This is an optimization exercise on Yosys and OpenROAD, whose aim is small area, a short achievable clock period and few clock cycles per item, not a production implementation.
Function was checked by simulation only, so behaviour that the tests miss may differ from the original.

## flow/design.v (module list and top-level ports; edited modules follow where they fit)
// module fp_round: 21 lines
// module fp_inc: 17 lines
// module fp_add_order: 36 lines
// module fp_add_sum: 11 lines
// module fp_add_norm: 28 lines
// module F: 4 lines
// module H: 4 lines
// module alsctl_lux: 8465 lines
module alsctl_lux (
    input  wire        clk,
    input  wire        rst,
    input  wire        start,
    input  wire [15:0] raw,
    input  wire [1:0]  gain,
    input  wire [3:0]  it,
    output wire        ready,
    output reg         done,
    output reg  [63:0] lux
);
  // ...
==> flow/run.sh <==
#!/bin/bash
# synth_recipe.tcl (not shown) runs the flow's synth.tcl, then flattens the netlist and writes it again
# the make line also repeats each setting of config.mk as NAME=value (left out here)
make -C /OpenROAD-flow-scripts/flow DESIGN_CONFIG=/design/flow/config.mk WORK_HOME=/design/flow/orfs CLKGATE_MAP_FILE= SYNTH_SCRIPT=/design/flow/synth_recipe.tcl finish
==> flow/config.mk <==
export PLATFORM = sky130hd
export DESIGN_NAME = alsctl_lux
export DESIGN_NICKNAME = alsctl_lux
export VERILOG_FILES = /design/flow/design.v
export SDC_FILE = /design/flow/constraint.sdc
export NUM_CORES = 4
export LEC_CHECK = 0
export CAP_MARGIN = 20
export CORE_MARGIN = 2
export CORE_UTILIZATION = 40
export SLEW_MARGIN = 20
==> flow/constraint.sdc <==
create_clock -name core_clock -period 22.0 [get_ports {clk}]
set_input_delay 4.4000 -clock core_clock [delete_from_list [all_inputs] [get_ports {clk}]]
set_output_delay 4.4000 -clock core_clock [all_outputs]
set_load 0.01 [all_outputs]
==> flow_summary_export.csv, run 1 <==
group,metric,value,unit
placement,io_buffer_count,89,
worst_setup_path,endpoint_kind,"flop",
clock_tree,htreeDepth,6,
run_status,so_faults,"antenna rules",
synth,synth.area.mux_share,0.0354,
worst_setup_path,timing.rr.end,"r1e_13[5]",
floorplanning,taps,13000,
layout,drive_gt1_frac,0.0556,
worst_setup_path,endpoint,"r1e_13[5]",
placement,gp_congestion,0.955,
clock_tree,cts_root_buffer,"clkbuf_16",
worst_setup_path,cp-startpoint,"sum1_12[54]",
floorplanning,die_width,996,µm
worst_setup_path,critical_path.max_fanout,55,
placement,dp_hpwl,992000,µm
drt,viasPerCell,5.33,
synth,ys_dominant_reg_cell,"dfxtp_1",
worst_setup_path,path_buf_inv,2,
sta,slew_viol_final,0,
global_route,use_met3,0.0678,
layout,seq-cell-share,0.212,
drt,dr.pass1.iters,7,
worst_setup_path,cpPeakStageDelay,0.78,ns
worst_setup_path,slowest_stage,"or4b_2",
sta,tightest_slew,1.36,ns
synth,synth_common_cells,"inv_1, fa_1, and2_1",
synth,synthCells,38600,
global_route,grt_pass1_wl,2000000,µm
drt,post_drt_wl_per_cell,26.3,µm
worst_setup_path,arrival,9.60,ns
drt,drcViolationCount,0,
drt,ant_nets,7,
layout,n_all_buffers,625,
run_status,outcome,"failed layout checks",
placement,dp_cells,50600,
synth,synth_top_area_share,0.377,
layout,regMostFlops,"x2_4",
layout,syn_to_final_growth,8.88,%
layout,nMultiInputCombCells,24600,
layout,multi_input_area_share,0.625,
layout,largestClassByArea,"multi-input combinational cells",
floorplanning,row_count,364,
synth,synth_cell_types,132,
Testbench counts, summed over its fixed seeds: cycles 672, items 512.
==> run 2, diff against run 1 <==
--- a/flow/config.mk
+++ b/flow/config.mk
@@ -7,5 +7,5 @@
 export LEC_CHECK = 0
 export CAP_MARGIN = 20
 export CORE_MARGIN = 2
-export CORE_UTILIZATION = 40
+export CORE_UTILIZATION = 50
 export SLEW_MARGIN = 20
==> run 2 against run 1 <==
The layout still fails its checks (antenna rules). Flip-flop and latch count unchanged. Via count down 0.31%. Routed wire length down 1.4%. Critical endpoint is now l2_14[0]. Largest cell class unchanged.
==> flow_summary_export.csv, run 2 <==
group,metric,value,unit
synth,synth_common_cells,"inv_1, fa_1, and2_1",
clock_tree,clk_latency,1.11,ns
worst_setup_path,timing.rr.end,"l2_14[0]",
layout,final_net_count,47000,
sta,tightest_slew,1.26,ns
worst_setup_path,cp.required,22.98,ns
sta,finalSetupViolations,0,
worst_hold_path,holdPathEnd,"xm_10[2]",
sta,max_slew_margin,0.151,
drt,post_drt_wl_per_cell,27.3,µm
floorplanning,die_h,891,µm
sta,fmax,0.120,GHz
synth,synth.cell_area,0.394,mm²
sta,period_needed,8.35,ns
sta,slew_viol_final,0,
synth,synth_seq_cells,4513,
floorplanning,dieArea,0.795,mm²
drt,ant_nets,4,
placement,gp_congestion,0.978,
clock_tree,cts-buffers-inserted,485,
synth,synth_seq_area_share,0.229,
clock_tree,cts_resized,0,
worst_hold_path,hold_path_depth,0,
global_route,grt_pass1_vias,290000,
sta,worst_clock_skew,0.0867,ns
clock_tree,cts_post_setup_buffers_inserted,0,
clock_tree,clock_path_buffers,4,
placement,dp_worst_setup_slack,13.80,ns
synth,synth_top_area_share,0.377,
run_status,outcome,"failed layout checks",
worst_setup_path,ff2ff_path_depth,26,
sta,setup_tns,0,ns
floorplanning,row_count,326,
floorplanning,die_width,891,µm
synth,synth_edf_count,0,
synth,syn-num-nets,47500,
drt,dr.pass1.iters,7,
clock_tree,cts_root_buffer,"clkbuf_16",
synth,syn_avg_cell_area,10.2,µm²
synth,synth_most_common_cell,"inv_1",
placement,dp_hpwl,968000,µm
global_route,grt_max_degree,120,
drt,drcViolationCount,0,
layout,reg_top3,"x2_4 x80, x2a_3 x79, x2b_3 x78",
synth,synthArstFlopShare,0,
job,max_cap_viol_count,0,
layout,final_common_cell,"inv_1",
worst_setup_path,critical_path.max_fanout,82,
layout,drive_gt1_frac,0.0554,
layout,syn_to_final_growth,7.89,%
placement,io_buffer_count,89,
drt,drtIter0Drc,26300,
clock_tree,clk_pin_slew,0.07,ns
sta,finalHoldViolations,0,
clock_tree,tritoncts,"done",
drt,num_vias,276000,
synth,ys_top_cells_by_area,"fa_1, dfxtp_1, and2_1, inv_1, ha_1",
sta,layout_setup_ws,13.65,ns
clock_tree,postCtsHoldBufs,0,
clock_tree,htreeDepth,5,
worst_setup_path,r2r_setup_slack,13.65,ns
global_route,grt_usage,0.339,
run_status,so_faults,"antenna rules",
sta,rsz0062_at_grt,"no",
layout,regMostFlops,"x2_4",
synth,ys_dominant_reg_cell,"dfxtp_1",
synth,synth_largest_area_cell,"fa_1",
sta,finalCritPeriodShare,0.379,
global_route,antenna_found_initial,246,
worst_setup_path,arrival,9.33,ns
drt,drt_wl_total,1350000,µm
floorplanning,initial_utilization,0.501,
worst_hold_path,min_from,"xm_9[2]",
worst_setup_path,endpoint_kind,"flop",
global_route,grt_pass1_wl,1980000,µm
synth,ys_warn_count,13,
drt,viasPerCell,5.58,
synth,synth_cell_types,132,
sta,timing.hold.ws,0.250,ns
global_route,overflow,0,
floorplanning,top_level_ports,91,
worst_setup_path,path_class,"reg -> reg",
layout,mostFrequentLayoutCells,"inv_1, fa_1, and2_1, dfxtp_1, nand2_1",
worst_setup_path,r2r-start,"r1e_13[0]",
worst_setup_path,cp-start-kind,"flop",
worst_hold_path,hold_class,"reg -> reg",
layout,largest_reg_flops,80,
synth,synthCells,38600,
floorplanning,coreArea,0.786,mm²
clock_tree,cts_sinks,4513,
run 2: cell counts after synthesis:
Identical to the previous run, type by type.
run 2: worst max path at each step:
stage	from	to	slack, ns
5_1_grt	r1e_13[0]	l2_14[0]	13.14
3_5_place_dp	ec_13[0]	l2_14[0]	13.80
6_report	r1e_13[0]	l2_14[0]	13.65
4_1_cts	r1e_13[0]	l2_14[0]	13.79
2_1_floorplan	raw_0[12]	px_1[67]	15.41
3_3_place_gp	r1e_13[0]	l2_14[0]	13.78
run 2: critical path: stages (launching register included):
cell and delay [ns]:
dfxtp_1 0.40, inv_1 0.07, ha_1 0.17, inv_1 0.09, fa_1 0.21, a21oi_1 0.09
o211ai_1 0.19, a21o_1 0.13, a21oi_1 0.08, o211a_1 0.30, nor2_4 0.11, buf_4 0.51
buf_4 0.81, mux2_2 0.47, a2111o_1 0.39, a41oi_1 0.17, a311oi_1 0.09, buf_4 0.19
nand2b_1 0.43, nor2_4 0.75, buf_4 0.44, a21oi_1 0.17, mux2i_1 0.31, nor2_1 0.07
a2111oi_0 0.88, a21oi_1 0.17, or4_1 0.54
run 2: final cells by class:
| cell class | instances | area (µm²) |
|---|---|---|
| multi-input combinational | 24600 | 268000 |
| sequential | 4513 | 90800 |
| clock buffer | 601 | 13400 |
| antenna | 302 | 756 |
| clock inverter | 307 | 4230 |
| tap | 10500 | 13100 |
| inverter | 7906 | 29700 |
| fill | 70100 | 362000 |
| timing repair buffer | 638 | 5120 |
run 2: routing by layer:
layer  GRT usage  wire length, µm  vias up
met5     0.00107              537        -
met4       0.173            82300       74
met3      0.0887           137000     4104
met2       0.528           601000    15200
met1       0.438           525000   140000
li1            -                -   116000
run 2: cells by family after synthesis:
family	share of synthesized area
buffers and inverters	0.0910
AND/OR/NAND/NOR	0.132
adder cells (fa/ha/maj)	0.422
flip-flops	0.229
AO/OA/AOI/OAI	0.0607
XOR/XNOR	0.0298
multiplexers	0.0354
other	0.0000191
run 2: metrics by stage:
step / util / cells / cell area [µm²]
after floorplan: - / 38600 / 394000
after global placement: 0.517 / 48200 / 406000
after detailed placement: 0.517 / 48200 / 406000
after CTS: 0.539 / 49100 / 424000
after global routing: 0.540 / 49100 / 424000
final: 0.540 / 49400 / 425000
==> run 3, diff against run 2 <==
==> flow/flow/run.sh (new file) <==
#!/bin/bash
set -euo pipefail
export MAX_REPAIR_ANTENNAS_ITER_GRT=10
export MAX_REPAIR_ANTENNAS_ITER_DRT=15
bash standard.sh > standard.log 2>&1
==> flow/standard.sh (new file) <==
#!/bin/bash
# synth_recipe.tcl (not shown) runs the flow's synth.tcl, then flattens the netlist and writes it again
# the make line also repeats each setting of config.mk as NAME=value (left out here)
make -C /OpenROAD-flow-scripts/flow DESIGN_CONFIG=/design/flow/config.mk WORK_HOME=/design/flow/orfs CLKGATE_MAP_FILE= SYNTH_SCRIPT=/design/flow/synth_recipe.tcl "${@:-finish}"
removed: flow/run.sh
==> run 3 against run 2 <==
The layout still fails its checks (antenna rules). Worst setup slack stayed put. Clock-buffer cell count unchanged. Flip-flop and latch count is the same. Critical endpoint unchanged. Largest cell class unchanged.
==> flow_summary_export.csv, run 3 <==
group,metric,value,unit
run_status,outcome,"failed layout checks",
run_status,so_faults,"antenna rules",
drt,drt_wl_total,1350000,µm
job,max_cap_viol_count,0,
placement,dp_hpwl,968000,µm
sta,max_slew_margin,0.137,
placement,dp_worst_setup_slack,13.80,ns
worst_setup_path,critical_path.max_fanout,82,
synth,synth_most_common_cell,"inv_1",
layout,multi_input_area,0.268,mm²
layout,syn_to_final_growth,7.91,%
synth,ys_warn_count,13,
drt,post_drt_wl_per_cell,27.3,µm
synth,synthArstFlopShare,0,
sta,finalSetupViolations,0,
layout,regMostFlops,"x2_4",
sta,tightest_slew,1.28,ns
clock_tree,cts_root_buffer,"clkbuf_16",
layout,nFillCells,70100,
clock_tree,cts-buffers-inserted,485,
global_route,grt_max_degree,120,
synth,synth_top_area_share,0.377,
synth,synth_largest_area_cell,"fa_1",
sta,period_needed,8.35,ns
layout,final_common_cell,"inv_1",
synth,synth_edf_count,0,
worst_setup_path,cp.required,22.98,ns
placement,dp_cells,48200,
sta,rsz0062_at_grt,"no",
global_route,grt_pass1_wl,1980000,µm
clock_tree,cts_resized,0,
drt,drcViolationCount,0,
floorplanning,die_width,891,µm
clock_tree,cts_post_setup_buffers_inserted,0,
synth,ys_top_cells_by_area,"fa_1, dfxtp_1, and2_1, inv_1, ha_1",
placement,gp_congestion,0.978,
synth,synth_seq_cells,4513,
floorplanning,dieArea,0.795,mm²
layout,reg_top3,"x2_4 x80, x2a_3 x79, x2b_3 x78",
sta,finalHoldViolations,0,
layout,final_area,0.425,mm²
sta,finalCritPeriodShare,0.379,
worst_hold_path,hold_class,"reg -> reg",
clock_tree,clk_latency,1.11,ns
global_route,overflow,0,
sta,timing.hold.ws,0.250,ns
floorplanning,die_h,891,µm
clock_tree,cts_sinks,4513,
synth,synth_common_cells,"inv_1, fa_1, and2_1",
synth,synth.cell_area,0.394,mm²
synth,syn_avg_cell_area,10.2,µm²
worst_setup_path,path_class,"reg -> reg",
worst_setup_path,cp-start-kind,"flop",
worst_setup_path,endpoint_kind,"flop",
sta,fmax,0.120,GHz
synth,synth_cell_types,132,
drt,viasPerCell,5.59,
synth,synth_seq_area_share,0.229,
drt,num_vias,276000,
drt,dr.pass1.iters,7,
floorplanning,initial_utilization,0.501,
layout,largest_reg_flops,80,
global_route,grt_usage,0.339,
placement,io_buffer_count,89,
clock_tree,tritoncts,"done",
drt,ant_nets,1,
layout,fin_cells,49400,
floorplanning,row_count,326,
sta,layout_setup_ws,13.65,ns
synth,ys_dominant_reg_cell,"dfxtp_1",
drt,drtIter0Drc,26300,
floorplanning,coreArea,0.786,mm²
worst_setup_path,arrival,9.33,ns
placement,dpl-instance-area,0.406,mm²
layout,mostFrequentLayoutCells,"inv_1, fa_1, and2_1, dfxtp_1, nand2_1",
global_route,antenna_found_initial,246,
floorplanning,top_level_ports,91,
layout,final_net_count,47000,
layout,seqCellArea,0.0908,mm²
sta,setup_tns,0,ns
clock_tree,clock_path_buffers,4,
layout,drive_gt1_frac,0.0554,
clock_tree,clk_pin_slew,0.07,ns
synth,synthCells,38600,
sta,worst_clock_skew,0.0861,ns
global_route,grt_pass1_vias,290000,
clock_tree,htreeDepth,5,
synth,syn-num-nets,47500,
clock_tree,postCtsHoldBufs,0,
sta,slew_viol_final,0,
run 3: cell counts after synthesis:
Identical to the previous run, type by type.
run 3: worst max-delay path: stages (launching register included):
cell	delay, ns
dfxtp_1	0.40
inv_1	0.07
ha_1	0.17
inv_1	0.09
fa_1	0.21
a21oi_1	0.09
o211ai_1	0.19
a21o_1	0.13
a21oi_1	0.08
o211a_1	0.30
nor2_4	0.11
buf_4	0.51
buf_4	0.81
mux2_2	0.47
a2111o_1	0.39
a41oi_1	0.17
a311oi_1	0.09
buf_4	0.19
nand2b_1	0.43
nor2_4	0.75
buf_4	0.44
a21oi_1	0.17
mux2i_1	0.31
nor2_1	0.07
a2111oi_0	0.88
a21oi_1	0.17
or4_1	0.54
run 3: metal layers:
metal,share of wire,up-vias,GRT usage
met1,0.39,140000,0.438
li1,-,116000,-
met3,0.10,4150,0.0887
met4,0.061,74,0.173
met5,0.00047,-,0.00107
met2,0.45,15400,0.528
run 3: through the flow:
stage | utilization
final | 0.540
after global routing | 0.540
after CTS | 0.539
after detailed placement | 0.517
after global placement | 0.517
after floorplan | -
run 3: cell type report:
class | count | area share
diodes | 332 | 0.00195
clock buffers | 601 | 0.0314
clock inverters | 307 | 0.00996
inverters | 7906 | 0.0699
multi-input cells | 24600 | 0.630
flip-flops and latches | 4513 | 0.214
well taps | 10500 | 0.0309
repair buffers | 638 | 0.0120
run 3: logic make-up (layout without fill, tap and decap cells):
| group | after synthesis | count (layout) | synth area share |
|---|---|---|---|
| and+or+nand+nor | 9434 | 9434 | 0.132 |
| muxes | 1251 | 1251 | 0.0354 |
| buffers and inverters | 9504 | 9452 | 0.0910 |
| AOI/OAI and AO/OA | 3742 | 3742 | 0.0607 |
| xor gates and xnor gates | 1340 | 1340 | 0.0298 |
| DFF | 4513 | 4513 | 0.229 |
| adders and majority gates | 8835 | 8835 | 0.422 |
| other | 2 | 334 | 0.0000191 |
run 3: worst paths after layout:
check | depth (start not counted) | startpoint | slack [ns] | to
worst max register to register | 26 | r1e_13[0] | 13.65 | l2_14[0]
worst max-delay path | 26 | r1e_13[0] | 13.65 | l2_14[0]
worst min register to register | 0 | xm_9[2] | 0.25 | xm_10[2]
worst min-delay path | 0 | xm_9[2] | 0.25 | xm_10[2]

## port drivers added, routing unchanged
Ports are ideal in the flow. The routed layouts listed here were re-timed in OpenROAD.
Step 1: set_driving_cell puts a clkbuf_16 on clk and a buf_2 on each other input, an assumption about the parent block.
Step 2 also shifts input and output timing later by t, the mid clock arrival at the registers, as if the neighbouring blocks saw the same clock.
Slacks: no drivers / after step 1 / after step 2; pairs: no drivers / after step 1.
| run | shift t [ns] | slack for setup (ns) | worst register clock-pin slew, ns | worst data-port slew with drivers (ns) |
|---|---|---|---|---|
| run 1 | 1.188 | 13.259 / 13.259 / 13.259 | 0.08 / 0.08 | 0.06 |
| run 2 | 1.232 | 13.653 / 13.653 / 13.653 | 0.09 / 0.09 | 0.07 |
| run 3 | 1.231 | 13.653 / 13.653 / 13.653 | 0.09 / 0.09 | 0.07 |
